This is an optimization exercise on Yosys and OpenROAD, whose aim is small area, a short achievable clock period and few clock cycles per item, not a production implementation. At most, simulation tests tie the RTL to the original design; equivalence was not proved. No functional check of the RTL was part of runs 2 and 3.

[flow/config.mk]
export PLATFORM = sky130hd
export DESIGN_NAME = aes128_cipher
export DESIGN_NICKNAME = aes128_cipher
export VERILOG_FILES = /design/flow/design.v
export SDC_FILE = /design/flow/constraint.sdc
export NUM_CORES = 4
export LEC_CHECK = 0
export CAP_MARGIN = 20
export CELL_PAD_IN_SITES_DETAIL_PLACEMENT = 2
export CELL_PAD_IN_SITES_GLOBAL_PLACEMENT = 2
export CORE_MARGIN = 2
export CORE_UTILIZATION = 45
export PLACE_DENSITY = 0.65
export SLEW_MARGIN = 20
[flow/flow/run.sh]
#!/bin/bash
set -euo pipefail
bash standard.sh SETUP_SLACK_MARGIN=6.5 finish > flow_standard.log 2>&1
[flow/constraint.sdc]
create_clock -name core_clock -period 10.0 [get_ports {clk}]
set_input_delay 2.0000 -clock core_clock [delete_from_list [all_inputs] [get_ports {clk}]]
set_output_delay 2.0000 -clock core_clock [all_outputs]
set_load 0.01 [all_outputs]
[flow/design.v]
module aes_sbox_p1 (
    input  wire [7:0]  a,
    output wire [11:0] m
);
    wire [7:0] t;
    assign t[0] = a[0] ^ a[5];
    assign t[1] = a[2] ^ a[5];
    assign t[2] = a[1] ^ a[6] ^ a[7];
    assign t[3] = a[2] ^ a[3] ^ a[5];
    assign t[4] = a[2] ^ a[3] ^ a[4] ^ a[6] ^ a[7];
    assign t[5] = a[1] ^ a[2] ^ a[3] ^ a[4] ^ a[5] ^ a[6];
    assign t[6] = a[1] ^ a[4] ^ a[5] ^ a[6];
    assign t[7] = a[2] ^ a[3] ^ a[5] ^ a[7];
    aes_gf_inv_p1 u_inv (.a(t), .m(m));
endmodule
module aes_sbox_p2 (
    input  wire [11:0] m,
    output wire [7:0]  y
);
    wire [7:0] ti;
    aes_gf_inv_p2 u_inv (.m(m), .y(ti));
    assign y[0] = ~(ti[0] ^ ti[4] ^ ti[5] ^ ti[6]);
    assign y[1] = ~(ti[0] ^ ti[2]);
    assign y[2] = ti[0] ^ ti[1] ^ ti[2];
    assign y[3] = ti[0] ^ ti[4] ^ ti[6];
    assign y[4] = ti[0] ^ ti[2] ^ ti[3] ^ ti[4] ^ ti[5] ^ ti[6];
    assign y[5] = ~(ti[2] ^ ti[3] ^ ti[4] ^ ti[5] ^ ti[6]);
    assign y[6] = ~(ti[4] ^ ti[5] ^ ti[6] ^ ti[7]);
    assign y[7] = ti[1] ^ ti[4];
endmodule
module aes_sbox_aff (
    input  wire [7:0] ti,
    output wire [7:0] y
);
    assign y[0] = ~(ti[0] ^ ti[4] ^ ti[5] ^ ti[6]);
    assign y[1] = ~(ti[0] ^ ti[2]);
    assign y[2] = ti[0] ^ ti[1] ^ ti[2];
    assign y[3] = ti[0] ^ ti[4] ^ ti[6];
    assign y[4] = ti[0] ^ ti[2] ^ ti[3] ^ ti[4] ^ ti[5] ^ ti[6];
    assign y[5] = ~(ti[2] ^ ti[3] ^ ti[4] ^ ti[5] ^ ti[6]);
    assign y[6] = ~(ti[4] ^ ti[5] ^ ti[6] ^ ti[7]);
    assign y[7] = ti[1] ^ ti[4];
endmodule
module aes_sbox_aff_t (
    input  wire [7:0] ti,
    output wire [7:0] y
);
    assign y[0] = ti[0] ^ ti[2] ^ ti[3];
    assign y[1] = ~(ti[0] ^ ti[1] ^ ti[3] ^ ti[4] ^ ti[5] ^ ti[6]);
    assign y[2] = ti[0] ^ ti[1] ^ ti[2] ^ ti[5] ^ ti[6] ^ ti[7];
    assign y[3] = ~(ti[1] ^ ti[3] ^ ti[5]);
    assign y[4] = ~(ti[0] ^ ti[3] ^ ti[6] ^ ti[7]);
    assign y[5] = ~(ti[1] ^ ti[5] ^ ti[7]);
    assign y[6] = ~(ti[2] ^ ti[4] ^ ti[5] ^ ti[6] ^ ti[7]);
    assign y[7] = ~(ti[3] ^ ti[4] ^ ti[5]);
endmodule
module aes_sbox_top (
    input  wire [7:0] a,
    output wire [7:0] t
);
    assign t[0] = a[0] ^ a[5];
    assign t[1] = a[2] ^ a[5];
    assign t[2] = a[1] ^ a[6] ^ a[7];
    assign t[3] = a[2] ^ a[3] ^ a[5];
    assign t[4] = a[2] ^ a[3] ^ a[4] ^ a[6] ^ a[7];
    assign t[5] = a[1] ^ a[2] ^ a[3] ^ a[4] ^ a[5] ^ a[6];
    assign t[6] = a[1] ^ a[4] ^ a[5] ^ a[6];
    assign t[7] = a[2] ^ a[3] ^ a[5] ^ a[7];
endmodule
module aes_sbox_ed_top (
    input  wire       dec,
    input  wire [7:0] ae,      
    input  wire [7:0] ad,      
    output wire [7:0] t
);
    wire [7:0] te, td;
    assign te[0] = ae[0] ^ ae[5];
    assign te[1] = ae[2] ^ ae[5];
    assign te[2] = ae[1] ^ ae[6] ^ ae[7];
    assign te[3] = ae[2] ^ ae[3] ^ ae[5];
    assign te[4] = ae[2] ^ ae[3] ^ ae[4] ^ ae[6] ^ ae[7];
    assign te[5] = ae[1] ^ ae[2] ^ ae[3] ^ ae[4] ^ ae[5] ^ ae[6];
    assign te[6] = ae[1] ^ ae[4] ^ ae[5] ^ ae[6];
    assign te[7] = ae[2] ^ ae[3] ^ ae[5] ^ ae[7];
    assign td[0] = ~(ad[4] ^ ad[5]);
    assign td[1] = ~(ad[1] ^ ad[2]);
    assign td[2] = ad[1] ^ ad[4] ^ ad[5];
    assign td[3] = ~(ad[0] ^ ad[1] ^ ad[5]);
    assign td[4] = ~(ad[1] ^ ad[2] ^ ad[7]);
    assign td[5] = ~(ad[0] ^ ad[3]);
    assign td[6] = ad[1] ^ ad[2] ^ ad[3] ^ ad[4] ^ ad[5] ^ ad[7];
    assign td[7] = ~(ad[0] ^ ad[4] ^ ad[5] ^ ad[6]);
    assign t = dec ? td : te;
endmodule
module aes_sbox_ed_bot (
    input  wire       dec,
    input  wire [7:0] ti,
    output wire [7:0] y
);
    wire [7:0] ye, yd;
    assign ye[0] = ~(ti[0] ^ ti[4] ^ ti[5] ^ ti[6]);
    assign ye[1] = ~(ti[0] ^ ti[2]);
    assign ye[2] = ti[0] ^ ti[1] ^ ti[2];
    assign ye[3] = ti[0] ^ ti[4] ^ ti[6];
    assign ye[4] = ti[0] ^ ti[2] ^ ti[3] ^ ti[4] ^ ti[5] ^ ti[6];
    assign ye[5] = ~(ti[2] ^ ti[3] ^ ti[4] ^ ti[5] ^ ti[6]);
    assign ye[6] = ~(ti[4] ^ ti[5] ^ ti[6] ^ ti[7]);
    assign ye[7] = ti[1] ^ ti[4];
    assign yd[0] = ti[0] ^ ti[3] ^ ti[5] ^ ti[6];
    assign yd[1] = ti[4] ^ ti[6] ^ ti[7];
    assign yd[2] = ti[1] ^ ti[3] ^ ti[5] ^ ti[6];
    assign yd[3] = ti[1] ^ ti[3];
    assign yd[4] = ti[2] ^ ti[5] ^ ti[7];
    assign yd[5] = ti[3] ^ ti[5] ^ ti[6];
    assign yd[6] = ti[2] ^ ti[3] ^ ti[4] ^ ti[6];
    assign yd[7] = ti[3] ^ ti[7];
    assign y = dec ? yd : ye;
endmodule
module aes_sbox_ed_p1 (
    input  wire        dec,
    input  wire [7:0]  ae,      
    input  wire [7:0]  ad,      
    output wire [11:0] m
);
    wire [7:0] te, td;
    assign te[0] = ae[0] ^ ae[5];
    assign te[1] = ae[2] ^ ae[5];
    assign te[2] = ae[1] ^ ae[6] ^ ae[7];
    assign te[3] = ae[2] ^ ae[3] ^ ae[5];
    assign te[4] = ae[2] ^ ae[3] ^ ae[4] ^ ae[6] ^ ae[7];
    assign te[5] = ae[1] ^ ae[2] ^ ae[3] ^ ae[4] ^ ae[5] ^ ae[6];
    assign te[6] = ae[1] ^ ae[4] ^ ae[5] ^ ae[6];
    assign te[7] = ae[2] ^ ae[3] ^ ae[5] ^ ae[7];
    assign td[0] = ~(ad[4] ^ ad[5]);
    assign td[1] = ~(ad[1] ^ ad[2]);
    assign td[2] = ad[1] ^ ad[4] ^ ad[5];
    assign td[3] = ~(ad[0] ^ ad[1] ^ ad[5]);
    assign td[4] = ~(ad[1] ^ ad[2] ^ ad[7]);
    assign td[5] = ~(ad[0] ^ ad[3]);
    assign td[6] = ad[1] ^ ad[2] ^ ad[3] ^ ad[4] ^ ad[5] ^ ad[7];
    assign td[7] = ~(ad[0] ^ ad[4] ^ ad[5] ^ ad[6]);
    aes_gf_inv_p1 u_inv (.a(dec ? td : te), .m(m));
endmodule
module aes_sbox_ed_p2 (
    input  wire        dec,
    input  wire [11:0] m,
    output wire [7:0]  y
);
    wire [7:0] ti, ye, yd;
    aes_gf_inv_p2 u_inv (.m(m), .y(ti));
    assign ye[0] = ~(ti[0] ^ ti[4] ^ ti[5] ^ ti[6]);
    assign ye[1] = ~(ti[0] ^ ti[2]);
    assign ye[2] = ti[0] ^ ti[1] ^ ti[2];
    assign ye[3] = ti[0] ^ ti[4] ^ ti[6];
    assign ye[4] = ti[0] ^ ti[2] ^ ti[3] ^ ti[4] ^ ti[5] ^ ti[6];
    assign ye[5] = ~(ti[2] ^ ti[3] ^ ti[4] ^ ti[5] ^ ti[6]);
    assign ye[6] = ~(ti[4] ^ ti[5] ^ ti[6] ^ ti[7]);
    assign ye[7] = ti[1] ^ ti[4];
    assign yd[0] = ti[0] ^ ti[3] ^ ti[5] ^ ti[6];
    assign yd[1] = ti[4] ^ ti[6] ^ ti[7];
    assign yd[2] = ti[1] ^ ti[3] ^ ti[5] ^ ti[6];
    assign yd[3] = ti[1] ^ ti[3];
    assign yd[4] = ti[2] ^ ti[5] ^ ti[7];
    assign yd[5] = ti[3] ^ ti[5] ^ ti[6];
    assign yd[6] = ti[2] ^ ti[3] ^ ti[4] ^ ti[6];
    assign yd[7] = ti[3] ^ ti[7];
    assign y = dec ? yd : ye;
endmodule
module aes_gf_inv_p1 (
    input  wire [7:0]  a,
    output wire [11:0] m
);
    function [3:0] gf16_mul;
        input [3:0] p;
        input [3:0] q;
        reg [6:0] r;
        begin
            r = ({3'b0, p} & {7{q[0]}})
              ^ ({2'b0, p, 1'b0} & {7{q[1]}})
              ^ ({1'b0, p, 2'b0} & {7{q[2]}})
              ^ ({p, 3'b0} & {7{q[3]}});
            gf16_mul = {r[3] ^ r[4], r[2] ^ r[4], r[1] ^ r[4] ^ r[6], r[0] ^ r[4] ^ r[5]};
        end
    endfunction
    wire [3:0] ah  = a[7:4];
    wire [3:0] al  = a[3:0];
    wire [3:0] ahl = ah ^ al;
    wire [3:0] sq  = {ah[0] ^ ah[3], ah[2] ^ ah[3], ah[3], ah[1] ^ ah[3]};
    assign m = {ah, ahl, gf16_mul(ahl, al) ^ sq};
endmodule
module aes_gf_inv_p2a (
    input  wire [11:0] m,
    output wire [11:0] n       
);
    function [3:0] gf16_mul;
        input [3:0] p;
        input [3:0] q;
        reg [6:0] r;
        begin
            r = ({3'b0, p} & {7{q[0]}})
              ^ ({2'b0, p, 1'b0} & {7{q[1]}})
              ^ ({1'b0, p, 2'b0} & {7{q[2]}})
              ^ ({p, 3'b0} & {7{q[3]}});
            gf16_mul = {r[3] ^ r[4], r[2] ^ r[4], r[1] ^ r[4] ^ r[6], r[0] ^ r[4] ^ r[5]};
        end
    endfunction
    function [3:0] gf16_inv;
        input [3:0] p;
        begin
            gf16_inv[0] = (p[0]) ^ (p[1]) ^ (p[0] & p[2]) ^ (p[2] & p[3]) ^ (p[0] & p[2] & p[3]) ^ (p[1] & p[2] & p[3]);
            gf16_inv[1] = (p[1]) ^ (p[0] & p[2]) ^ (p[1] & p[2]) ^ (p[0] & p[1] & p[2]) ^ (p[0] & p[3]) ^ (p[0] & p[1] & p[3]) ^ (p[1] & p[2] & p[3]);
            gf16_inv[2] = (p[1]) ^ (p[0] & p[1]) ^ (p[0] & p[2]) ^ (p[0] & p[1] & p[2]) ^ (p[3]) ^ (p[0] & p[2] & p[3]);
            gf16_inv[3] = (p[1]) ^ (p[2]) ^ (p[0] & p[2]) ^ (p[1] & p[3]) ^ (p[0] & p[1] & p[3]) ^ (p[0] & p[2] & p[3]);
        end
    endfunction
    assign n = {m[11:4], gf16_inv(m[3:0])};
endmodule
module aes_gf_inv_p2b (
    input  wire [11:0] n,
    output wire [7:0]  y
);
    function [3:0] gf16_mul;
        input [3:0] p;
        input [3:0] q;
        reg [6:0] r;
        begin
            r = ({3'b0, p} & {7{q[0]}})
              ^ ({2'b0, p, 1'b0} & {7{q[1]}})
              ^ ({1'b0, p, 2'b0} & {7{q[2]}})
              ^ ({p, 3'b0} & {7{q[3]}});
            gf16_mul = {r[3] ^ r[4], r[2] ^ r[4], r[1] ^ r[4] ^ r[6], r[0] ^ r[4] ^ r[5]};
        end
    endfunction
    assign y = {gf16_mul(n[11:8], n[3:0]), gf16_mul(n[7:4], n[3:0])};
endmodule
module aes_gf_inv_p2 (
    input  wire [11:0] m,
    output wire [7:0]  y
);
    function [3:0] gf16_mul;
        input [3:0] p;
        input [3:0] q;
        reg [6:0] r;
        begin
            r = ({3'b0, p} & {7{q[0]}})
              ^ ({2'b0, p, 1'b0} & {7{q[1]}})
              ^ ({1'b0, p, 2'b0} & {7{q[2]}})
              ^ ({p, 3'b0} & {7{q[3]}});
            gf16_mul = {r[3] ^ r[4], r[2] ^ r[4], r[1] ^ r[4] ^ r[6], r[0] ^ r[4] ^ r[5]};
        end
    endfunction
    function [3:0] gf16_inv;
        input [3:0] p;
        begin
            gf16_inv[0] = (p[0]) ^ (p[1]) ^ (p[0] & p[2]) ^ (p[2] & p[3]) ^ (p[0] & p[2] & p[3]) ^ (p[1] & p[2] & p[3]);
            gf16_inv[1] = (p[1]) ^ (p[0] & p[2]) ^ (p[1] & p[2]) ^ (p[0] & p[1] & p[2]) ^ (p[0] & p[3]) ^ (p[0] & p[1] & p[3]) ^ (p[1] & p[2] & p[3]);
            gf16_inv[2] = (p[1]) ^ (p[0] & p[1]) ^ (p[0] & p[2]) ^ (p[0] & p[1] & p[2]) ^ (p[3]) ^ (p[0] & p[2] & p[3]);
            gf16_inv[3] = (p[1]) ^ (p[2]) ^ (p[0] & p[2]) ^ (p[1] & p[3]) ^ (p[0] & p[1] & p[3]) ^ (p[0] & p[2] & p[3]);
        end
    endfunction
    wire [3:0] ah  = m[11:8];
    wire [3:0] ahl = m[7:4];
    wire [3:0] di  = gf16_inv(m[3:0]);
    assign y = {gf16_mul(ah, di), gf16_mul(ahl, di)};
endmodule
module aes128_cipher (
    input  wire         clk,
    input  wire         rst,           
    input  wire         in_valid,
    output wire         in_ready,
    input  wire         in_decrypt,    
    input  wire [127:0] in_key,
    input  wire [127:0] in_block,
    output reg          out_valid,
    output reg  [127:0] out_block
);
    function [7:0] xtime;
        input [7:0] a;
        xtime = {a[6:0], 1'b0} ^ (a[7] ? 8'h1b : 8'h00);
    endfunction
    function [31:0] mix_col;
        input [31:0] c;
        reg [7:0] a0, a1, a2, a3, t;
        begin
            a0 = c[31:24]; a1 = c[23:16]; a2 = c[15:8]; a3 = c[7:0];
            t = a0 ^ a1 ^ a2 ^ a3;
            mix_col[31:24] = a0 ^ t ^ xtime(a0 ^ a1);
            mix_col[23:16] = a1 ^ t ^ xtime(a1 ^ a2);
            mix_col[15:8]  = a2 ^ t ^ xtime(a2 ^ a3);
            mix_col[7:0]   = a3 ^ t ^ xtime(a3 ^ a0);
        end
    endfunction
    function [31:0] d_col;
        input [31:0] c;
        reg [7:0] a0, a1, a2, a3, e, u, v;
        begin
            a0 = c[31:24]; a1 = c[23:16]; a2 = c[15:8]; a3 = c[7:0];
            e = xtime(xtime(xtime(a0 ^ a1 ^ a2 ^ a3)));
            u = xtime(xtime(a0 ^ a2));
            v = xtime(xtime(a1 ^ a3));
            d_col = {e ^ u, e ^ v, e ^ u, e ^ v};
        end
    endfunction
    function [7:0] rcon;
        input [3:0] n;
        rcon = ({8{n == 4'd1}}  & 8'h01) | ({8{n == 4'd2}} & 8'h02) | ({8{n == 4'd3}} & 8'h04)
             | ({8{n == 4'd4}}  & 8'h08) | ({8{n == 4'd5}} & 8'h10) | ({8{n == 4'd6}} & 8'h20)
             | ({8{n == 4'd7}}  & 8'h40) | ({8{n == 4'd8}} & 8'h80) | ({8{n == 4'd9}} & 8'h1b)
             | ({8{n == 4'd10}} & 8'h36);
    endfunction
    reg         r0_v, r0_dec;
    reg [3:0]   r0_rnd;
    reg [127:0] r0_st, r0_k;
    reg [31:0]  r0_kt;     
    reg         r1_v, r1_dec, r1_last;
    reg [3:0]   r1_rnd;
    reg [127:0] r1_t;      
    reg [47:0]  r1_km;     
    reg [127:0] r1_base;   
    reg         r2_v, r2_dec, r2_last;
    reg [191:0] r2_n;      
    reg [31:0]  r2_kt;     
    reg [127:0] r2_base;
    reg         r3_v, r3_dec, r3_last;
    reg [3:0]   r3_rnd;
    reg [3:0]   r2_rnd;
    reg [127:0] r3_w, r3_k;
    reg         ir;        
    reg         ov;        
    reg         dec_q;     
    reg         mq;        
    reg         e_ok;      
    reg         e_rs;      
    reg         e_ph;      
    reg [3:0]   e_cnt;     
    reg [127:0] e_tag, e_k;
    reg [31:0]  e_kt;      
    reg [47:0]  e_km;      
    assign in_ready = ir;
    genvar g, r, c;
    wire [127:0] sr1, isr1;
    generate
        for (c = 0; c < 4; c = c + 1) begin : g_perm_c
            for (r = 0; r < 4; r = r + 1) begin : g_perm_r
                assign sr1[127-8*(r+4*c) -: 8]  = r0_st[127-8*(r+4*((c+r)%4)) -: 8];
                assign isr1[127-8*(r+4*c) -: 8] = r0_st[127-8*(r+4*((c+4-r)%4)) -: 8];
            end
        end
    endgenerate
    wire [127:0] t1;
    generate
        for (g = 0; g < 16; g = g + 1) begin : g_sb1
            aes_sbox_ed_top u_sb (.dec(r0_dec), .ae(sr1[127-8*g -: 8]), .ad(isr1[127-8*g -: 8]),
                                  .t(t1[127-8*g -: 8]));
        end
    endgenerate
    wire [47:0] km1;
    generate
        for (g = 0; g < 4; g = g + 1) begin : g_ksb1
            aes_gf_inv_p1 u_inv (.a(r0_kt[31-8*g -: 8]), .m(km1[47-12*g -: 12]));
        end
    endgenerate
    wire [31:0]  k0w0 = r0_k[127:96];
    wire [31:0]  k0w1 = r0_k[95:64];
    wire [31:0]  k0w2 = r0_k[63:32];
    wire [31:0]  k0w3 = r0_k[31:0];
    wire [31:0]  rcw   = {rcon(r0_rnd), 24'h0};
    wire [127:0] base1 = r0_dec
        ? {k0w0 ^ rcw, k0w1 ^ k0w0, k0w2 ^ k0w1, k0w3 ^ k0w2}
        : {k0w0 ^ rcw, k0w0 ^ k0w1 ^ rcw, k0w0 ^ k0w1 ^ k0w2 ^ rcw, k0w0 ^ k0w1 ^ k0w2 ^ k0w3 ^ rcw};
    wire last1 = r0_dec ? (r0_rnd == 4'd1) : (r0_rnd == 4'd10);
    wire [191:0] n2;
    generate
        for (g = 0; g < 16; g = g + 1) begin : g_sb2
            wire [11:0] m;
            aes_gf_inv_p1  u_p1  (.a(r1_t[127-8*g -: 8]), .m(m));
            aes_gf_inv_p2a u_p2a (.m(m), .n(n2[191-12*g -: 12]));
        end
    endgenerate
    wire [31:0] kt2;
    generate
        for (g = 0; g < 4; g = g + 1) begin : g_ksb2
            aes_gf_inv_p2 u_inv (.m(r1_km[47-12*g -: 12]), .y(kt2[31-8*g -: 8]));
        end
    endgenerate
    wire [127:0] w3;
    generate
        for (g = 0; g < 16; g = g + 1) begin : g_sb3
            wire [7:0] ti;
            aes_gf_inv_p2b  u_p2b (.n(r2_n[191-12*g -: 12]), .y(ti));
            aes_sbox_ed_bot u_bot (.dec(r2_dec), .ti(ti), .y(w3[127-8*g -: 8]));
        end
    endgenerate
    wire [31:0] ks3;
    generate
        for (g = 0; g < 4; g = g + 1) begin : g_ksb3
            aes_sbox_aff u_aff (.ti(r2_kt[31-8*g -: 8]), .y(ks3[31-8*g -: 8]));
        end
    endgenerate
    wire [31:0]  ks3m = r2_dec ? 32'd0 : ks3;
    wire [127:0] k3   = r2_base ^ {ks3, ks3m, ks3m, ks3m};
    wire [127:0] z4  = r3_w ^ r3_k;
    wire [127:0] mi4 = r3_dec ? z4 : r3_w;
    wire [127:0] y4;
    generate
        for (c = 0; c < 4; c = c + 1) begin : g_mix
            assign y4[127-32*c -: 32] = mix_col(mi4[127-32*c -: 32])
                                      ^ (r3_dec ? d_col(z4[127-32*c -: 32]) : r3_k[127-32*c -: 32]);
        end
    endgenerate
    wire [31:0] ks_in4 = ir ? (dec_q ? (e_k[31:0] ^ e_k[63:32]) : in_key[31:0])
                            : (r3_dec ? (r3_k[31:0] ^ r3_k[63:32]) : r3_k[31:0]);
    wire [31:0] ks_rot4 = {ks_in4[23:0], ks_in4[31:24]};
    wire [31:0] kt4;
    generate
        for (g = 0; g < 4; g = g + 1) begin : g_ksb4
            aes_sbox_top u_top (.a(ks_rot4[31-8*g -: 8]), .t(kt4[31-8*g -: 8]));
        end
    endgenerate
    wire [47:0] e_km1;
    wire [31:0] e_ti, e_t, e_tt;
    generate
        for (g = 0; g < 4; g = g + 1) begin : g_esb
            wire [11:0] m;
            aes_gf_inv_p1   u_p1  (.a(e_kt[31-8*g -: 8]), .m(m));
            aes_gf_inv_p2a  u_p2a (.m(m), .n(e_km1[47-12*g -: 12]));
            aes_gf_inv_p2b  u_p2b (.n(e_km[47-12*g -: 12]), .y(e_ti[31-8*g -: 8]));
            aes_sbox_aff    u_aff (.ti(e_ti[31-8*g -: 8]), .y(e_t[31-8*g -: 8]));
            aes_sbox_aff_t  u_afft(.ti(e_ti[31-8*g -: 8]), .y(e_tt[31-8*g -: 8]));
        end
    endgenerate
    wire [31:0]  e_c0 = e_k[127:96] ^ {rcon(e_cnt), 24'h0};
    wire [31:0]  e_c1 = e_c0 ^ e_k[95:64];
    wire [31:0]  e_c2 = e_c1 ^ e_k[63:32];
    wire [31:0]  e_c3 = e_c2 ^ e_k[31:0];
    wire [31:0]  e_n0 = e_c0 ^ e_t;
    wire [31:0]  e_n1 = e_c1 ^ e_t;
    wire [31:0]  e_n2 = e_c2 ^ e_t;
    wire [31:0]  e_n3 = e_c3 ^ e_t;
    wire [31:0]  e_c3r = {e_c3[23:0], e_c3[31:24]};
    wire [31:0]  e_ttr = {e_tt[23:0], e_tt[31:24]};
    wire [31:0]  e_c3t;
    wire [31:0]  e_rin = {in_key[23:0], in_key[31:24]};
    wire [31:0]  e_kt0;
    generate
        for (g = 0; g < 4; g = g + 1) begin : g_etop
            aes_sbox_top u_c3 (.a(e_c3r[31-8*g -: 8]), .t(e_c3t[31-8*g -: 8]));
            aes_sbox_top u_in (.a(e_rin[31-8*g -: 8]), .t(e_kt0[31-8*g -: 8]));
        end
    endgenerate
    wire [31:0]  e_ktn = e_c3t ^ e_ttr;
    wire restart = ov && !e_rs && (!e_ok || !mq);
    wire dec_fit = ov && !e_rs && mq && e_ok && (e_cnt == 4'd11 || (e_cnt == 4'd10 && e_ph));
    wire slot_next = !r2_v || r2_last;
    always @(posedge clk) begin
        r1_v    <= r0_v && !rst;
        r1_dec  <= r0_dec;
        r1_last <= last1;
        r1_rnd  <= r0_rnd;
        r1_t    <= t1;
        r1_km   <= km1;
        r1_base <= base1;
        r2_v    <= r1_v && !rst;
        r2_dec  <= r1_dec;
        r2_last <= r1_last;
        r2_rnd  <= r1_rnd;
        r2_n    <= n2;
        r2_kt   <= kt2;
        r2_base <= r1_base;
        r3_v    <= r2_v && !rst;
        r3_dec  <= r2_dec;
        r3_last <= r2_last;
        r3_rnd  <= r2_rnd;
        r3_w    <= w3;
        r3_k    <= k3;
        r0_kt <= kt4;
        if (ir) begin
            r0_v     <= in_valid && !rst;
            r0_dec   <= dec_q;
            r0_rnd   <= dec_q ? 4'd10 : 4'd1;
            r0_st    <= in_block ^ (dec_q ? e_k : in_key);
            r0_k     <= dec_q ? e_k : in_key;
        end else begin
            r0_v     <= r3_v && !r3_last && !rst;
            r0_dec   <= r3_dec;
            r0_rnd   <= r3_dec ? r3_rnd - 4'd1 : r3_rnd + 4'd1;
            r0_st    <= y4;
            r0_k     <= r3_k;
        end
        out_valid <= r3_v && r3_last && !rst;
        out_block <= z4;
        ir    <= !rst && in_valid && !ir && slot_next && (!in_decrypt || dec_fit);
        ov    <= !rst && in_valid && !ir;
        dec_q <= in_decrypt;
        mq    <= (in_key == e_tag);
        e_rs <= restart && !rst;
        if (rst)
            e_ok <= 1'b0;
        else if (restart)
            e_ok <= 1'b1;
    end
    always @(posedge clk) begin
        if (restart) begin
            e_tag <= in_key;
            e_k   <= in_key;
            e_kt  <= e_kt0;
            e_cnt <= 4'd1;
            e_ph  <= 1'b0;
        end else if (e_cnt != 4'd11) begin
            e_ph <= !e_ph;
            if (!e_ph) begin
                e_km <= e_km1;
            end else begin
                e_k   <= {e_n0, e_n1, e_n2, e_n3};
                e_kt  <= e_ktn;
                e_cnt <= e_cnt + 4'd1;
            end
        end
    end
endmodule
[flow/standard.sh]
#!/bin/bash
# synth_recipe.tcl (not shown) runs the flow's synth.tcl, then flattens the netlist and writes it again
# the make line also repeats each setting of config.mk as NAME=value (left out here)
make -C /OpenROAD-flow-scripts/flow DESIGN_CONFIG=/design/flow/config.mk WORK_HOME=/design/flow/orfs CLKGATE_MAP_FILE= SYNTH_SCRIPT=/design/flow/synth_recipe.tcl "${@:-finish}"
==> flow_summary.json, run 1 <==
{
  "finalCritPeriodShare_pct": 35.59,
  "top_layer": "met5",
  "syn_area_per_cell_sq_um": 9.887,
  "cts_buffer_depth": 3,
  "clkLatencyLatePin_ns": 0.90,
  "synth.area.top_cells": "dfxtp_1, xnor2_1, xor2_1, edfxtp_1, xnor3_1",
  "cts_buffers": 193,
  "dr_wl_met2_um": 200100,
  "maxSlewViolCount": 0,
  "dp.final_hpwl_um": 343500,
  "ys_types": 76,
  "crit_family": "XOR/XNOR gates",
  "routedLengthMet1_um": 177500,
  "postSynthNetCount": 10820,
  "worstSetupPathType": "flop to flop",
  "critical_path_buf_inv_count": 0,
  "fin_cells": 13840,
  "clock_skew_ns": 0.05792,
  "wirelength_um": 435800,
  "hp-class": "flop to flop",
  "pin_count": 390,
  "grtUsageTotal_pct": 36.72,
  "relSlewSlack_pct": 10.97,
  "async_reset_ff_share_pct": 0,
  "slowest_stage": "xnor2_1",
  "grt_max_degree": 125,
  "cap_violations": 0,
  "max_freq_ghz": 0.2809,
  "grt_pass1_wl_um": 611700,
  "initial_core_util_pct": 45.28,
  "cp-end-kind": "flop",
  "fin_nets": 11050,
  "hold_buffers": 0,
  "gp_congestion": 0.9854,
  "synth-main-ff-cell": "dfxtp_1",
  "critPathArrivalTime_ns": 4.27,
  "grt_overflow": 0,
  "clk_pin_slew_ns": 0.07,
  "h-tree-depth": 4,
  "tns_ns": 0,
  "largest_reg_flops": 192,
  "die_h_um": 482.2,
  "drc": 0,
  "synth-seq-cells": 1703,
  "dieArea_sq_mm": 0.2326,
  "synth.most_common_cell": "xnor2_1",
  "core_sq_mm": 0.2273,
  "cts_tree": "built",
  "drive_gt1_share_pct": 6.410,
  "yosysSeqAreaShare_pct": 36.39,
  "final_core_util_pct": 51.59,
  "crit_chain": "xnor2_1 > xnor2_1 > xnor3_1 > xnor3_1 > mux2i_1 > xnor2_1 > o21ai_0",
  "cts_root_buf": "clkbuf_16",
  "first_pass_iters": 5,
  "hold_viol_final": 0,
  "grt_pass1_vias": 82750,
  "period_needed_ns": 3.559,
  "start_kind": "flop",
  "ys_top_cells_by_count": "xnor2_1, dfxtp_1, nand2_1",
  "cpMostUsedCell": "xnor2_1",
  "cts.sinks": 1703,
  "max_stage_delay_ns": 0.78,
  "critPathRequiredTime_ns": 10.71,
  "antenna_found_initial": 67,
  "regMostFlops": "r2_n",
  "port_buffers": 389,
  "final_antenna_net_count": 0,
  "synth_enable_flop_cells": 336,
  "worstPathMaxFanout": 4,
  "netlist.area_leader.share_pct": 26.59,
  "n_fill_cell": 23130,
  "area_growth_pct": 13.94,
  "drt-initial-drc-count": 6392,
  "dp_cells": 13430,
  "status": "no timing/DRC/antenna violations",
  "num_vias": 76570,
  "die_w_um": 482.2,
  "design_area_sq_mm": 0.1173,
  "yosysTopAreaCell": "dfxtp_1",
  "via_per_inst": 5.534,
  "yosys_warnings": 5,
  "syn_area_sq_mm": 0.1029,
  "synthesis.instances": 10410,
  "met3_length_um": 27080,
  "wire_per_inst_um": 31.50,
  "setup_viol": 0,
  "dpl_cell_area_sq_mm": 0.1096,
  "worst_pin_slew_ns": 1.298,
  "core.rowCount": 175,
  "rsz0062_at_grt": "true"
}
==> repair_timing <==
| action | CTS | global route |
|---|---|---|
| cloned | 0 | 2 |
| resized for setup | 294 | 102 |
| setup buffers | 9 | 2 |
| endpoints found under the setup margin | 208 | 108 |
| pin swaps | 4 | 4 |
| hold endpoints to repair | 0 | 0 |
==> per-layer routing <==
metal	vias to the layer above	track usage (%)
li1	33930	-
met1	39410	46.08
met2	2410	59.42
met3	789	6.107
met4	36	21.78
met5	-	0
==> area by class of cell <==
type | count | area [sq um] | area share, %
tap | 3009 | 3765 | 3.211
clock buffer | 257 | 5361 | 4.572
inverter | 285 | 1084 | 0.9240
antenna | 33 | 82.58 | 0.07042
multi-input combinational | 7923 | 63300 | 53.98
sequential | 1703 | 37500 | 31.98
timing repair buffer | 531 | 5036 | 4.295
clock inverter | 96 | 1132 | 0.9657
==> metrics by stage <==
stage | hold slack, ns | worst slack [ns]
floorplan | 0.3096 | 6.579
global placement | 0.3097 | 5.428
detailed placement | 0.3132 | 5.281
CTS | 0.3248 | 6.456
global route | 0.3310 | 6.293
finish | 0.3219 | 6.441
==> cells in the final DEF, fill, tap and decap left out, drive strengths merged, types with 291 or more instances in the layout <==
cell type,instances
xor2,1286
xnor2,2317
dfxtp,1367
o21ai,319
xnor3,386
nor2b,311
a21oi,443
nor2,583
edfxtp,336
inv,291
nand2,1270
==> worst paths after layout <==
kind / start / to / slack [ns] / depth (start not counted)
max: r3_w[39]$_DFF_P_ / r0_st[62]$_DFF_P_ / 6.44 / 7
min: r1_base[54]$_DFF_P_ / r2_base[54]$_DFF_P_ / 0.32 / 0
max reg2reg: r3_w[39]$_DFF_P_ / r0_st[62]$_DFF_P_ / 6.44 / 7
min reg2reg: r1_base[54]$_DFF_P_ / r2_base[54]$_DFF_P_ / 0.32 / 0
==> logic make-up after synthesis <==
family | after synthesis | synth area share, %
simple gates | 2497 | 10.63
flops | 1703 | 36.39
buf+inv | 784 | 3.027
xor+xnor | 4014 | 39.96
fa+ha+maj | 151 | 1.843
mux | 284 | 2.784
compound gates | 977 | 5.359
Testbench counts, summed over its fixed seeds: cycles 34,072, items 3,200.
==> run 2, diff against run 1 <==
--- a/flow/design.v
+++ b/flow/design.v
@@ -271,8 +271,8 @@
     input  wire         in_decrypt,    
     input  wire [127:0] in_key,
     input  wire [127:0] in_block,
-    output reg          out_valid,
-    output reg  [127:0] out_block
+    output wire         out_valid,
+    output wire [127:0] out_block
 );
     function [7:0] xtime;
         input [7:0] a;
@@ -336,7 +336,8 @@
     reg [127:0] e_tag, e_k;
     reg [31:0]  e_kt;      
     reg [47:0]  e_km;      
-    assign in_ready = ir;
+    assign in_ready  = ir;
+    assign out_valid = r3_v && r3_last;
     genvar g, r, c;
     wire [127:0] sr1, isr1;
     generate
@@ -400,6 +401,7 @@
     wire [31:0]  ks3m = r2_dec ? 32'd0 : ks3;
     wire [127:0] k3   = r2_base ^ {ks3, ks3m, ks3m, ks3m};
     wire [127:0] z4  = r3_w ^ r3_k;
+    assign out_block = z4;
     wire [127:0] mi4 = r3_dec ? z4 : r3_w;
     wire [127:0] y4;
     generate
@@ -487,8 +489,6 @@
             r0_st    <= y4;
             r0_k     <= r3_k;
         end
-        out_valid <= r3_v && r3_last && !rst;
-        out_block <= z4;
         ir    <= !rst && in_valid && !ir && slot_next && (!in_decrypt || dec_fit);
         ov    <= !rst && in_valid && !ir;
         dec_q <= in_decrypt;
==> run 2 against run 1 <==
Net effect:
- the layout now fails its checks (capacitance limit, slew limit)
- synthesized cell count fell by 1.2%
- first-iteration DRC count rose by 44%
- count of clock-buffer cells in the layout is 9 lower
==> flow_summary.json, run 2 <==
{
  "status": "failed layout checks",
  "violations": "capacitance limit, slew limit",
  "yosysTopAreaCell": "dfxtp_1",
  "worst_pin_slew_ns": 2.055,
  "grt_overflow": 0,
  "hold_viol_final": 0,
  "maxSlewViolCount": 13,
  "clk_pin_slew_ns": 0.09,
  "fin_cells": 14050,
  "gp_congestion": 0.9728,
  "via_per_inst": 6.133,
  "drc": 0,
  "cp-end-kind": "primary output",
  "setup_viol": 0,
  "tns_ns": 0,
  "hold_buffers": 0,
  "cts_buffers": 179,
  "cts.sinks": 1574,
  "yosys_warnings": 5,
  "max_stage_delay_ns": 0.64,
  "cts_root_buf": "clkbuf_16",
  "first_pass_iters": 6,
  "period_needed_ns": 4.129,
  "num_vias": 86180,
  "dpl_cell_area_sq_mm": 0.1067,
  "syn_area_per_cell_sq_um": 9.742,
  "grt_max_degree": 169,
  "start_kind": "flop",
  "drive_gt1_share_pct": 14.54,
  "cts_buffer_depth": 3,
  "grt_pass1_wl_um": 698700,
  "dp.final_hpwl_um": 337200,
  "final_antenna_net_count": 0,
  "ys_top_cells_by_count": "xnor2_1, xor2_1, nand2_1",
  "ys_types": 68,
  "postSynthNetCount": 10690,
  "cap_violations": 6,
  "dp_cells": 13260,
  "grtUsageTotal_pct": 44.09,
  "clock_skew_ns": 0.06239,
  "hold_ws_ns": 0.3188,
  "crit_chain": "xor2_4 > buf_6",
  "max_freq_ghz": 0.2422,
  "critical_path_buf_inv_count": 1,
  "hp-class": "flop to flop",
  "core_sq_mm": 0.2219,
  "port_buffers": 389,
  "clkLatencyLatePin_ns": 0.92,
  "fin_nets": 11280,
  "final_common_cell": "xnor2_1",
  "grt_pass1_vias": 87540,
  "synth_enable_flop_cells": 336,
  "die_h_um": 475.8,
  "h-tree-depth": 4,
  "cts_tree": "built",
  "synth.most_common_cell": "xnor2_1",
  "wire_per_inst_um": 40.76,
  "synthesis.instances": 10280,
  "die_w_um": 475.8,
  "netlist.area_leader.share_pct": 24.74,
  "synth-seq-cells": 1574,
  "antenna_found_initial": 108,
  "dieArea_sq_mm": 0.2264,
  "n_fill_cell": 22060,
  "drt-initial-drc-count": 9177,
  "yosysSeqAreaShare_pct": 34.81,
  "initial_core_util_pct": 45.15,
  "finalCritPeriodShare_pct": 41.29,
  "core.rowCount": 173,
  "critPathRequiredTime_ns": 8.00,
  "critPathArrivalTime_ns": 2.13,
  "area_growth_pct": 21.60,
  "synth.area.top_cells": "dfxtp_1, xnor2_1, xor2_1, edfxtp_1, xnor3_1",
  "synth-main-ff-cell": "dfxtp_1",
  "crit_family": "XOR/XNOR gates",
  "rsz0062_at_grt": "true",
  "worstPathMaxFanout": 2,
  "largest_reg_flops": 192,
  "final_cell_mix": "xnor2_1, nand2_1, xor2_1",
  "relSlewSlack_pct": -38.43,
  "wirelength_um": 572700,
  "design_area_sq_mm": 0.1218,
  "async_reset_ff_share_pct": 0,
  "regMostFlops": "r2_n",
  "slowest_stage": "xor2_4",
  "worstSetupPathType": "flop to primary output",
  "pin_count": 390,
  "syn_area_sq_mm": 0.1002
}
==> run 2: cell type report <==
type | instances | area (sq um) | area share, %
sequential | 1574 | 35650 | 29.27
multi-input combinational | 7928 | 65690 | 53.92
clock inverter | 88 | 1194 | 0.9799
antenna | 54 | 135.1 | 0.1109
timing repair buffer | 907 | 9156 | 7.517
clock buffer | 248 | 5201 | 4.270
tap | 2975 | 3722 | 3.056
inverter | 278 | 1066 | 0.8751
==> run 2: final timing paths <==
check | from | to | slack, ns | depth (start not counted)
setup / recovery | r3_w[49]$_DFF_P_ | out_block[49] | 5.87 | 2
hold / removal | r1_base[8]$_DFF_P_ | r2_base[8]$_DFF_P_ | 0.32 | 0
setup reg to reg | dec_q$_DFF_P_ | r0_st[81]$_DFF_P_ | 5.99 | 6
hold reg to reg | r1_base[8]$_DFF_P_ | r2_base[8]$_DFF_P_ | 0.32 | 0
==> run 2: through the flow <==
step,setup WS [ns],util [%]
after floorplan,6.593,-
final,5.871,54.90
after detailed placement,5.526,48.10
after global placement,5.503,48.09
after global routing,5.926,54.86
after CTS,6.099,53.81
==> run 2: repair_timing <==
item / 4_1_cts / 5_1_grt
buffers inserted: 274 / 115
gates resized for setup: 1492 / 199
cloned: 5 / 1
setup endpoints to repair: 266 / 311
pin swaps: 75 / 80
==> run 2: cells by family after synthesis <==
group | share of synthesized area [%]
XOR/XNOR | 41.02
AO/OA/AOI/OAI | 5.682
AND/OR/NAND/NOR | 10.59
adder cells (fa/ha/maj) | 1.894
buffers and inverters | 3.131
multiplexers | 2.863
flip-flops | 34.81
==> run 2: routing by layer <==
layer | vias to the layer above | part of all wire [%] | GRT usage (%)
li1 | 34160 | - | -
met1 | 43600 | 34 | 50.43
met2 | 5721 | 42 | 67.20
met3 | 2640 | 12 | 12.74
met4 | 62 | 12 | 38.88
met5 | - | 0.092 | 0.3198
==> run 3, diff against run 2 <==
==> flow/flow/run.sh (replaced) <==
#!/bin/bash
set -euo pipefail
bash standard.sh SETUP_SLACK_MARGIN=7.0 finish > flow_standard.log 2>&1
--- a/flow/config.mk
+++ b/flow/config.mk
@@ -9,6 +9,6 @@
 export CELL_PAD_IN_SITES_DETAIL_PLACEMENT = 2
 export CELL_PAD_IN_SITES_GLOBAL_PLACEMENT = 2
 export CORE_MARGIN = 2
-export CORE_UTILIZATION = 45
-export PLACE_DENSITY = 0.65
+export CORE_UTILIZATION = 38
+export PLACE_DENSITY = 0.55
 export SLEW_MARGIN = 20
==> run 3 against run 2 <==
Net effect:
- the run now finishes clean
- critical endpoint is now out_block[18]
- area after synthesis stayed put
- hold slack worse by 0.033 ns
==> flow_summary.json, run 3 <==
{
  "cts_tree": "built",
  "wire_per_inst_um": 32.22,
  "synth.area.top_cells": "dfxtp_1, xnor2_1, xor2_1, edfxtp_1, xnor3_1",
  "yosys_warnings": 5,
  "ys_types": 68,
  "ys_top_cells_by_count": "xnor2_1, xor2_1, nand2_1",
  "grt_pass1_vias": 82040,
  "drive_gt1_share_pct": 19.58,
  "pin_count": 390,
  "first_pass_iters": 5,
  "r2r_slack_ns": 6.81,
  "gp_congestion": 0.9338,
  "clkLatencyLatePin_ns": 0.91,
  "finalCritPeriodShare_pct": 38.97,
  "drc": 0,
  "syn_area_sq_mm": 0.1002,
  "grt-busiest-layer": "met2",
  "async_reset_ff_share_pct": 0,
  "worstPathMaxFanout": 2,
  "relSlewSlack_pct": 21.94,
  "synth_enable_flop_cells": 336,
  "use_met1_pct": 43.82,
  "final_common_cell": "xnor2_1",
  "hp-class": "flop to flop",
  "cp-end-kind": "primary output",
  "hold_buffers": 0,
  "grt_max_degree": 135,
  "initial_core_util_pct": 38.19,
  "largest_reg_flops": 192,
  "area_growth_pct": 27.29,
  "wirelength_um": 475000,
  "start_kind": "flop",
  "synthesis.instances": 10280,
  "num_vias": 77600,
  "critPathArrivalTime_ns": 1.90,
  "period_needed_ns": 3.897,
  "n_fill_cell": 26520,
  "setup_viol": 0,
  "clk_pin_slew_ns": 0.07,
  "critPathRequiredTime_ns": 8.00,
  "status": "no timing/DRC/antenna violations",
  "via_per_inst": 5.264,
  "grtUsageTotal_pct": 34.27,
  "dieArea_sq_mm": 0.2677,
  "worst_pin_slew_ns": 1.159,
  "rsz0062_at_grt": "true",
  "h-tree-depth": 4,
  "antenna_found_initial": 46,
  "grt_overflow": 0,
  "final_antenna_net_count": 0,
  "fin_nets": 11460,
  "dp.final_hpwl_um": 341400,
  "maxSlewViolCount": 0,
  "cts_buffer_depth": 4,
  "core_sq_mm": 0.2623,
  "drt-initial-drc-count": 5718,
  "synth-main-ff-cell": "dfxtp_1",
  "synth.most_common_cell": "xnor2_1",
  "cts_root_buf": "clkbuf_16",
  "worstSetupPathType": "flop to primary output",
  "seqCellArea_sq_mm": 0.03559,
  "clock_skew_ns": 0.1050,
  "yosysTopAreaCell": "dfxtp_1",
  "syn_area_per_cell_sq_um": 9.742,
  "netlist.area_leader.share_pct": 24.74,
  "cts_buffers": 198,
  "max_freq_ghz": 0.2566,
  "die_w_um": 517.4,
  "grtUsageMet2_pct": 55.72,
  "tns_ns": 0,
  "synth-seq-cells": 1574,
  "final_core_util_pct": 48.62,
  "core.rowCount": 188,
  "cap_violations": 0,
  "postSynthNetCount": 10690,
  "multi_input_area_sq_mm": 0.06911,
  "port_buffers": 389,
  "yosysSeqAreaShare_pct": 34.81,
  "grt_pass1_wl_um": 642900,
  "die_h_um": 517.4,
  "final_cell_mix": "xnor2_1, nand2_1, xor2_1",
  "regMostFlops": "r2_n",
  "hold_viol_final": 0,
  "use_met3_pct": 4.741,
  "cts.sinks": 1574
}
## run 3: final cells by class
cell class / count / share of cell area (%)
inverters: 278 / 0.8399
well taps: 3515 / 3.449
clock inverters: 94 / 0.9145
flip-flops and latches: 1574 / 27.91
repair buffers: 1072 / 8.255
multi-input cells: 7928 / 54.20
diodes: 17 / 0.03336
clock buffers: 264 / 4.397
## run 3: stage by stage
step	cell area (sq um)	worst slack (ns)	hold slack, ns	instances
floorplan	100600	6.850	0.3096	10280
global placement	107600	5.211	0.3098	13800
detailed placement	107600	5.378	0.3132	13800
CTS	124000	6.073	0.2718	14520
global route	127500	6.081	0.2852	14730
finish	127500	6.103	0.2854	14740
## run 3: path summary, 6_finish.rpt
path                   startpoint                    to  cells past startpoint
max              r3_k[18]$_DFF_P_         out_block[18]                      3
min reg2reg  r1_base[117]$_DFF_P_  r2_base[117]$_DFF_P_                      0
min          r1_base[117]$_DFF_P_  r2_base[117]$_DFF_P_                      0
max reg2reg      r3_k[61]$_DFF_P_     r0_st[43]$_DFF_P_                      9
## run 3: cell families (layout without fill, tap and decap cells)
| family | Yosys count | count (layout) | synth area share, % |
|---|---|---|---|
| AO/OA/AOI/OAI | 989 | 989 | 5.682 |
| XOR/XNOR | 4050 | 4050 | 41.02 |
| adder cells (fa/ha/maj) | 151 | 151 | 1.894 |
| buffers and inverters | 782 | 1708 | 3.131 |
| flip-flops | 1574 | 1574 | 34.81 |
| multiplexers | 284 | 284 | 2.863 |
| other | 0 | 17 | 0 |
| AND/OR/NAND/NOR | 2453 | 2454 | 10.59 |
## run 3: worst max-delay path: stages, from the launching register on
cell and delay [ns]:
dfxtp_2 0.35, buf_12 0.15, xor2_4 0.30, buf_6 0.15
## run 3: per-layer routing
metal | wire (um) | up-vias | part of all wire, %
met5 | 179 | - | 0.038
met4 | 33790 | 28 | 7.1
met3 | 26960 | 767 | 5.7
met2 | 218200 | 2284 | 46
met1 | 195900 | 40030 | 41
li1 | - | 34480 | -
## run 3: repair_timing
action / 4_1_cts / 5_1_grt
resized for setup: 1935 / 361
cloned: 10 / 2
endpoints found under the setup margin: 590 / 426
buffers inserted: 358 / 199
pin swaps: 143 / 187
==> run 4, diff against run 3 <==
--- a/flow/design.v
+++ b/flow/design.v
@@ -271,8 +271,8 @@
     input  wire         in_decrypt,    
     input  wire [127:0] in_key,
     input  wire [127:0] in_block,
-    output wire         out_valid,
-    output wire [127:0] out_block
+    output reg          out_valid,
+    output reg  [127:0] out_block
 );
     function [7:0] xtime;
         input [7:0] a;
@@ -308,7 +308,7 @@
              | ({8{n == 4'd7}}  & 8'h40) | ({8{n == 4'd8}} & 8'h80) | ({8{n == 4'd9}} & 8'h1b)
              | ({8{n == 4'd10}} & 8'h36);
     endfunction
-    reg         r0_v, r0_dec;
+    reg         r0_v, r0_dec, r0_first;
     reg [3:0]   r0_rnd;
     reg [127:0] r0_st, r0_k;
     reg [31:0]  r0_kt;     
@@ -328,7 +328,8 @@
     reg         ir;        
     reg         ov;        
     reg         dec_q;     
-    reg         mq;        
+    reg [15:0]  mq;        
+    reg [31:0]  kq;        
     reg         e_ok;      
     reg         e_rs;      
     reg         e_ph;      
@@ -336,15 +337,15 @@
     reg [127:0] e_tag, e_k;
     reg [31:0]  e_kt;      
     reg [47:0]  e_km;      
-    assign in_ready  = ir;
-    assign out_valid = r3_v && r3_last;
+    assign in_ready = ir;
     genvar g, r, c;
+    wire [127:0] u1 = r0_st ^ (r0_first ? r0_k : 128'd0);    
     wire [127:0] sr1, isr1;
     generate
         for (c = 0; c < 4; c = c + 1) begin : g_perm_c
             for (r = 0; r < 4; r = r + 1) begin : g_perm_r
-                assign sr1[127-8*(r+4*c) -: 8]  = r0_st[127-8*(r+4*((c+r)%4)) -: 8];
-                assign isr1[127-8*(r+4*c) -: 8] = r0_st[127-8*(r+4*((c+4-r)%4)) -: 8];
+                assign sr1[127-8*(r+4*c) -: 8]  = u1[127-8*(r+4*((c+r)%4)) -: 8];
+                assign isr1[127-8*(r+4*c) -: 8] = u1[127-8*(r+4*((c+4-r)%4)) -: 8];
             end
         end
     endgenerate
@@ -401,7 +402,6 @@
     wire [31:0]  ks3m = r2_dec ? 32'd0 : ks3;
     wire [127:0] k3   = r2_base ^ {ks3, ks3m, ks3m, ks3m};
     wire [127:0] z4  = r3_w ^ r3_k;
-    assign out_block = z4;
     wire [127:0] mi4 = r3_dec ? z4 : r3_w;
     wire [127:0] y4;
     generate
@@ -410,15 +410,16 @@
                                       ^ (r3_dec ? d_col(z4[127-32*c -: 32]) : r3_k[127-32*c -: 32]);
         end
     endgenerate
-    wire [31:0] ks_in4 = ir ? (dec_q ? (e_k[31:0] ^ e_k[63:32]) : in_key[31:0])
+    wire [31:0] ks_in4 = ir ? (e_k[31:0] ^ e_k[63:32])
                             : (r3_dec ? (r3_k[31:0] ^ r3_k[63:32]) : r3_k[31:0]);
     wire [31:0] ks_rot4 = {ks_in4[23:0], ks_in4[31:24]};
-    wire [31:0] kt4;
+    wire [31:0] kt4x, kt4;
     generate
         for (g = 0; g < 4; g = g + 1) begin : g_ksb4
-            aes_sbox_top u_top (.a(ks_rot4[31-8*g -: 8]), .t(kt4[31-8*g -: 8]));
+            aes_sbox_top u_top (.a(ks_rot4[31-8*g -: 8]), .t(kt4x[31-8*g -: 8]));
         end
     endgenerate
+    assign kt4 = (ir && !dec_q) ? kq : kt4x;
     wire [47:0] e_km1;
     wire [31:0] e_ti, e_t, e_tt;
     generate
@@ -451,9 +452,11 @@
         end
     endgenerate
     wire [31:0]  e_ktn = e_c3t ^ e_ttr;
-    wire restart = ov && !e_rs && (!e_ok || !mq);
-    wire dec_fit = ov && !e_rs && mq && e_ok && (e_cnt == 4'd11 || (e_cnt == 4'd10 && e_ph));
+    wire match   = &mq;
+    wire restart = ov && !e_rs && (!e_ok || !match);
+    wire dec_fit = ov && !e_rs && match && e_ok && (e_cnt == 4'd11 || (e_cnt == 4'd10 && e_ph));
     wire slot_next = !r2_v || r2_last;
+    integer i;
     always @(posedge clk) begin
         r1_v    <= r0_v && !rst;
         r1_dec  <= r0_dec;
@@ -479,20 +482,26 @@
         if (ir) begin
             r0_v     <= in_valid && !rst;
             r0_dec   <= dec_q;
+            r0_first <= 1'b1;
             r0_rnd   <= dec_q ? 4'd10 : 4'd1;
-            r0_st    <= in_block ^ (dec_q ? e_k : in_key);
+            r0_st    <= in_block;
             r0_k     <= dec_q ? e_k : in_key;
         end else begin
             r0_v     <= r3_v && !r3_last && !rst;
             r0_dec   <= r3_dec;
+            r0_first <= 1'b0;
             r0_rnd   <= r3_dec ? r3_rnd - 4'd1 : r3_rnd + 4'd1;
             r0_st    <= y4;
             r0_k     <= r3_k;
         end
+        out_valid <= r3_v && r3_last && !rst;
+        out_block <= z4;
         ir    <= !rst && in_valid && !ir && slot_next && (!in_decrypt || dec_fit);
         ov    <= !rst && in_valid && !ir;
         dec_q <= in_decrypt;
-        mq    <= (in_key == e_tag);
+        for (i = 0; i < 16; i = i + 1)
+            mq[i] <= (in_key[8*i +: 8] == e_tag[8*i +: 8]);
+        kq    <= e_kt0;
         e_rs <= restart && !rst;
         if (rst)
             e_ok <= 1'b0;
@@ -503,7 +512,7 @@
         if (restart) begin
             e_tag <= in_key;
             e_k   <= in_key;
-            e_kt  <= e_kt0;
+            e_kt  <= kq;
             e_cnt <= 4'd1;
             e_ph  <= 1'b0;
         end else if (e_cnt != 4'd11) begin
==> flow/flow/run.sh (replaced) <==
#!/bin/bash
set -euo pipefail
bash standard.sh SETUP_SLACK_MARGIN=6.5 finish > flow_standard.log 2>&1
--- a/flow/config.mk
+++ b/flow/config.mk
@@ -9,6 +9,6 @@
 export CELL_PAD_IN_SITES_DETAIL_PLACEMENT = 2
 export CELL_PAD_IN_SITES_GLOBAL_PLACEMENT = 2
 export CORE_MARGIN = 2
-export CORE_UTILIZATION = 38
-export PLACE_DENSITY = 0.55
+export CORE_UTILIZATION = 45
+export PLACE_DENSITY = 0.65
 export SLEW_MARGIN = 20
==> run 4 against run 3 <==
Net effect:
- critical path type is now flop to flop
- critical path depth increased by 8
- critical endpoint is now e_km[38]$_DFFE_PP_
- highest routed layer unchanged
- global-route usage increased by 2.5 points
- die area decreased by 13%
- cell count decreased by 1.7%
- sequential share of layout area increased by 4.9 points
- first-iteration DRC count decreased by 2.2%
==> flow_summary.json, run 4 <==
{
  "start_kind": "flop",
  "synthesis.instances": 11110,
  "hp-class": "flop to flop",
  "worst_pin_slew_ns": 1.198,
  "grt_max_degree": 144,
  "setup_viol": 0,
  "clk_pin_slew_ns": 0.06,
  "dpl_cell_area_sq_mm": 0.1094,
  "whs_path_depth": 0,
  "synth-seq-cells": 1751,
  "maxSlewViolCount": 0,
  "grt_pass1_wl_um": 623100,
  "grt_pass1_vias": 86530,
  "pin_count": 390,
  "async_reset_ff_share_pct": 0,
  "cts_root_buf": "clkbuf_16",
  "ys_types": 66,
  "critPathArrivalTime_ns": 4.24,
  "final_cell_mix": "xnor2_1, nand2_1, xor2_1",
  "syn_area_per_cell_sq_um": 9.270,
  "port_buffers": 389,
  "max_freq_ghz": 0.2747,
  "cts_buffers": 200,
  "final_common_cell": "xnor2_1",
  "grt_overflow": 0,
  "num_vias": 79320,
  "synth_top_family_by_area": "XOR/XNOR gates",
  "initial_core_util_pct": 45.26,
  "crit_chain": "ha_1 > xor2_1 > xnor2_1 > xnor2_2 > buf_4 > xnor2_2 > ha_2 > inv_1 > a22oi_1 > nor2_1 > a2111oi_0",
  "fin_nets": 11710,
  "synth-main-ff-cell": "dfxtp_1",
  "synth-xor-area-share_pct": 39.11,
  "die_h_um": 482.3,
  "final_core_util_pct": 51.61,
  "syn_area_sq_mm": 0.1030,
  "yosys_warnings": 5,
  "final_antenna_net_count": 0,
  "cts.sinks": 1751,
  "first_pass_iters": 5,
  "antenna_found_initial": 43,
  "slowest_stage": "edfxtp_1",
  "yosysSeqAreaShare_pct": 37.31,
  "die_w_um": 482.3,
  "cts_buffer_depth": 3,
  "via_per_inst": 5.472,
  "netlist.area_leader.share_pct": 27.51,
  "ys_top_cells_by_count": "xnor2_1, nand2_1, xor2_1",
  "cap_violations": 0,
  "design_area_sq_mm": 0.1174,
  "core.rowCount": 175,
  "synth_compound_gate_area_share_pct": 5.342,
  "relSlewSlack_pct": 19.84,
  "regMostFlops": "r2_n",
  "period_needed_ns": 3.641,
  "drc": 0,
  "h-tree-depth": 4,
  "hold_viol_final": 0,
  "yosys-mux-area-fraction_pct": 2.051,
  "max_stage_delay_ns": 0.59,
  "core_sq_mm": 0.2275,
  "wirelength_um": 438200,
  "cts_tree": "built",
  "worst_r2r_path_depth": 11,
  "synth_adder_area_share_pct": 1.842,
  "finalCritPeriodShare_pct": 36.41,
  "clock_skew_ns": 0.05806,
  "yosysTopAreaCell": "dfxtp_1",
  "gp_congestion": 0.9490,
  "synth.most_common_cell": "xnor2_1",
  "drive_gt1_share_pct": 6.170,
  "wire_per_inst_um": 30.23,
  "yosys.area_share.simple_pct": 11.39,
  "worstSetupPathType": "flop to flop",
  "dp.final_hpwl_um": 337200,
  "largest_reg_flops": 192,
  "area_growth_pct": 14.03,
  "dieArea_sq_mm": 0.2326,
  "grtUsageTotal_pct": 36.81,
  "rsz0062_at_grt": "true",
  "tns_ns": 0,
  "synth_enable_flop_cells": 336,
  "cpMostUsedCell": "xnor2_2",
  "drt-initial-drc-count": 5593,
  "clkLatencyLatePin_ns": 0.89,
  "cp-end-kind": "flop",
  "status": "no timing/DRC/antenna violations",
  "synth.area.top_cells": "dfxtp_1, xnor2_1, xor2_1, edfxtp_1, nand2_1",
  "critPathRequiredTime_ns": 10.60,
  "postSynthNetCount": 11520,
  "worstPathMaxFanout": 5
}
## run 4: changes by cell type in the layout (fill, tap and decap cells not counted), sizes merged, moves of 95 or more
| cell | previous run | this run |
|---|---|---|
| dfxtp | 1238 | 1415 |
| buf | 803 | 107 |
| nand2b | 109 | 14 |
| o21ai | 323 | 420 |
| xnor2 | 2349 | 2818 |
| xnor3 | 352 | 83 |
| nand2 | 1298 | 1563 |
| nor2 | 576 | 727 |
| xor2 | 1325 | 1501 |
## run 4: worst paths after layout
check                           slack, ns           startpoint                  end
worst min-delay path                 0.32  r1_base[24]$_DFF_P_  r2_base[24]$_DFF_P_
worst max-delay path                 6.36   e_kt[26]$_DFFE_PP_   e_km[38]$_DFFE_PP_
worst max register to register       6.36   e_kt[26]$_DFFE_PP_   e_km[38]$_DFFE_PP_
worst min register to register       0.32  r1_base[24]$_DFF_P_  r2_base[24]$_DFF_P_
## run 4: metrics by stage
step	instances	hold WS (ns)	worst slack, ns
5_1_grt	14490	0.3317	6.279
2_1_floorplan	11110	0.3096	6.744
3_3_place_gp	14080	0.3100	5.796
4_1_cts	14460	0.3209	6.136
6_report	14500	0.3237	6.359
3_5_place_dp	14080	0.3132	5.664
## run 4: cell families (layout without fill, tap and decap cells)
group           after synthesis  in the layout
xor+xnor                   4411           4411
simple gates               2796           2798
flops                      1751           1751
compound gates              999            999
buf+inv                     792           1157
mux                         207            207
fa+ha+maj                   151            151
other cells                   0             13
## run 4: critical path, delay by kind of cell, from the launching register on
family / cells / cell delay (ns)
xor gates and xnor gates: 4 / 1.04
AOI/OAI and AO/OA: 2 / 0.69
adders and majority gates: 2 / 0.67
DFF: 1 / 0.59
buffers and inverters: 2 / 0.26
and+or+nand+nor: 1 / 0.09
## run 4: routing by layer
layer / up-vias / global-route usage, % / part of all wire, %
met2: 2286 / 61.08 / 47
met5: - / 0 / 0.020
met1: 40790 / 45.88 / 41
li1: 35470 / - / -
met4: 16 / 20.27 / 6.5
met3: 760 / 5.438 / 5.4
## run 4: what timing repair did
| item | in CTS | in global routing |
|---|---|---|
| setup buffers | 6 | 21 |
| endpoints found under the setup margin | 462 | 171 |
| gates resized for setup | 284 | 110 |
| cloned | 1 | 1 |
| hold buffers | 0 | 0 |
| pin swaps | 3 | 11 |
## run 4: cell type report
cell class              count  area [sq um]
inverters                 300          1139
repair buffers            484          4604
well taps                3009          3765
clock inverters           106          1368
diodes                     13         32.53
clock buffers             267          5674
multi-input cells        8566         62330
flip-flops and latches   1751         38490
fillers                 23620        110100
Testbench counts of run 4, summed over its fixed seeds: cycles 34,072, items 3,200.
==> run 5, diff against run 4 <==
==> flow/config.mk (replaced) <==
export PLATFORM = sky130hd
export DESIGN_NAME = aes128_cipher
export DESIGN_NICKNAME = aes128_cipher
export VERILOG_FILES = /design/flow/design.v
export SDC_FILE = /design/flow/constraint.sdc
export NUM_CORES = 4
export LEC_CHECK = 0
export CAP_MARGIN = 20
export CELL_PAD_IN_SITES_DETAIL_PLACEMENT = 1
export CELL_PAD_IN_SITES_GLOBAL_PLACEMENT = 1
export CORE_MARGIN = 2
export CORE_UTILIZATION = 52
export PLACE_DENSITY = 0.72
export SLEW_MARGIN = 20
==> run 5 against run 4 <==
Net effect:
- first-iteration DRC count rose by 11%
- still clean on timing, DRC and antenna
- critical path depth fell by 10
- fmax rose by 4.2%
- worst setup slack improved by 0.15 ns
- highest routed layer unchanged
- critical endpoint is now out_block[58]
- core utilization rose by 7.5 points
==> flow_summary.json, run 5 <==
{
  "clock_skew_ns": 0.07319,
  "r2r_slack_ns": 6.54,
  "hold_end": "r2_base[80]$_DFF_P_",
  "critPathArrivalTime_ns": 1.49,
  "cts_buffers": 189,
  "setup_viol": 0,
  "die_w_um": 449.0,
  "max_freq_ghz": 0.2863,
  "worstReg2RegEnd": "r0_st[83]$_DFF_P_",
  "drive_gt1_share_pct": 5.578,
  "slowest_stage": "dfxtp_4",
  "synth.most_common_cell": "xnor2_1",
  "status": "no timing/DRC/antenna violations",
  "start_kind": "flop",
  "die_h_um": 449.0,
  "area_growth_pct": 13.15,
  "core_sq_mm": 0.1970,
  "crit_family": "flip-flops",
  "tns_ns": 0,
  "max_stage_delay_ns": 0.49,
  "cts_root_buf": "clkbuf_16",
  "worstPathMaxFanout": 1,
  "num_vias": 77620,
  "clk_pin_slew_ns": 0.06,
  "hold_ws_ns": 0.3115,
  "drc": 0,
  "final_common_cell": "xnor2_1",
  "period_needed_ns": 3.493,
  "whs_path_depth": 0,
  "final_cell_mix": "xnor2_1, nand2_1, xor2_1",
  "grt-busiest-layer": "met2",
  "syn_area_sq_mm": 0.1030,
  "port_buffers": 389,
  "grtUsageMet2_pct": 59.68,
  "maxSlewViolCount": 0,
  "async_reset_ff_share_pct": 0,
  "postSynthNetCount": 11520,
  "grt_pass1_wl_um": 545900,
  "crit_chain": "buf_6",
  "grtUsageTotal_pct": 36.65,
  "cp-end-kind": "primary output",
  "synth.area.top_cells": "dfxtp_1, xnor2_1, xor2_1, edfxtp_1, nand2_1",
  "hp-class": "flop to flop",
  "yosysTopAreaCell": "dfxtp_1",
  "synth_enable_flop_cells": 336,
  "cts_tree": "built",
  "ys_top_cells_by_count": "xnor2_1, nand2_1, xor2_1",
  "yosysSeqAreaShare_pct": 37.31,
  "cts.sinks": 1751,
  "grt_overflow": 0,
  "synthesis.instances": 11110,
  "core.rowCount": 163,
  "min_from": "r1_base[80]$_DFF_P_",
  "drt-initial-drc-count": 6218,
  "critPathRequiredTime_ns": 8.00,
  "syn_area_per_cell_sq_um": 9.270,
  "via_per_inst": 5.503,
  "relSlewSlack_pct": 16.93,
  "dieArea_sq_mm": 0.2016,
  "clkLatencyLatePin_ns": 0.89,
  "n_fill_cell": 22000,
  "worstSetupPathType": "flop to primary output",
  "worst_r2r_path_depth": 8,
  "grt_pass1_vias": 80190,
  "h-tree-depth": 4,
  "r2r_start": "r3_k[85]$_DFF_P_",
  "ys_types": 66,
  "rsz0062_at_grt": "true",
  "synth-main-ff-cell": "dfxtp_1",
  "hold_viol_final": 0
}
==> run 5: routing by layer <==
metal  wire (um)  part of all wire [%]
met5          92                 0.024
met4       26330                   6.9
met3       21560                   5.7
met2      175500                    46
met1      156200                    41
==> run 5: final cells by class <==
| class | instances | area, sq um | share of cell area, % |
|---|---|---|---|
| repair buffers | 491 | 4703 | 4.037 |
| clock buffers | 263 | 5645 | 4.846 |
| flip-flops and latches | 1751 | 38460 | 33.01 |
| inverters | 300 | 1139 | 0.9773 |
| diodes | 9 | 22.52 | 0.01933 |
| clock inverters | 85 | 1204 | 1.033 |
| well taps | 2640 | 3303 | 2.835 |
| multi-input cells | 8565 | 62030 | 53.24 |
==> run 5: logic make-up (layout without fill, tap and decap cells) <==
family,after synthesis,after routing,share of synthesized area (%)
fa+ha+maj,151,151,1.842
flops,1751,1751,37.31
mux,207,207,2.051
simple gates,2796,2797,11.39
compound gates,999,999,5.342
other cells,0,9,0
buf+inv,792,1139,2.946
xor+xnor,4411,4411,39.11
==> run 5: repair_timing <==
item / CTS / global route
buffers inserted: 3 / 9
gates resized for setup: 235 / 71
hold buffers: 0 / 0
gates cloned: 0 / 2
pin swaps: 0 / 4
setup endpoints to repair: 348 / 167
==> run 5: how the worst max path moves through the flow <==
stage                                      from                 end  slack [ns]  cells past startpoint
after CTS                 out_block[58]$_DFF_P_       out_block[58]        6.29                      1
after global routing         e_kt[17]$_DFFE_PP_  e_km[26]$_DFFE_PP_        6.33                      9
after floorplan                   mq[3]$_DFF_P_  e_tag[0]$_DFFE_PP_        6.74                      6
final                     out_block[58]$_DFF_P_       out_block[58]        6.51                      1
after global placement           mq[14]$_DFF_P_  e_km[24]$_DFFE_PP_        6.11                      8
after detailed placement         mq[14]$_DFF_P_  e_km[27]$_DFFE_PP_        6.02                      8
==> run 5: stage by stage <==
step / setup slack [ns] / area [sq um] / instances / utilization (%)
floorplan: 6.744 / 103000 / 11110 / -
global placement: 6.115 / 109000 / 13730 / 55.35
detailed placement: 6.023 / 109100 / 13730 / 55.35
CTS: 6.289 / 115900 / 14080 / 58.85
global route: 6.328 / 116500 / 14100 / 59.13
finish: 6.507 / 116500 / 14100 / 59.13

==> what the ideal ports hide <==
In the flow no input, the clock included, has a driving cell. The finished layouts below were timed again as built, in two steps.
Step 1 assumes that a clkbuf_16 drives the clock port and a buf_2 every other input.
Step 2 moves the port delays by t, midway between the first and last clock arrival at a register: inputs arrive t later, outputs are due t later. That takes back most of the time a late clock gives input paths.
a / b / c = ideal / step 1 / step 2; a / b = the first two.
| run | t, ns | setup slack, ns | worst setup path after step 2 | latest minus earliest clock arrival (ns) | cell pins on the clock port's net |
|---|---|---|---|---|---|
| run 1 | 0.978 | 6.441 / 6.423 / 5.573 | input to register | 0.062 / 0.063 | 1 |
| run 2 | 0.994 | 5.871 / 5.763 / 5.132 | input to register | 0.067 / 0.067 | 1 |
| run 3 | 0.966 | 6.103 / 5.998 / 6.053 | input to register | 0.106 / 0.106 | 1 |
| run 4 | 0.970 | 6.359 / 6.290 / 5.940 | input to register | 0.060 / 0.060 | 1 |
| run 5 | 0.946 | 6.507 / 6.413 / 6.330 | input to register | 0.074 / 0.074 | 1 |
The setup slack of run 1, which loses most, moves by -0.018 ns with the drivers and by -0.868 ns with both steps.
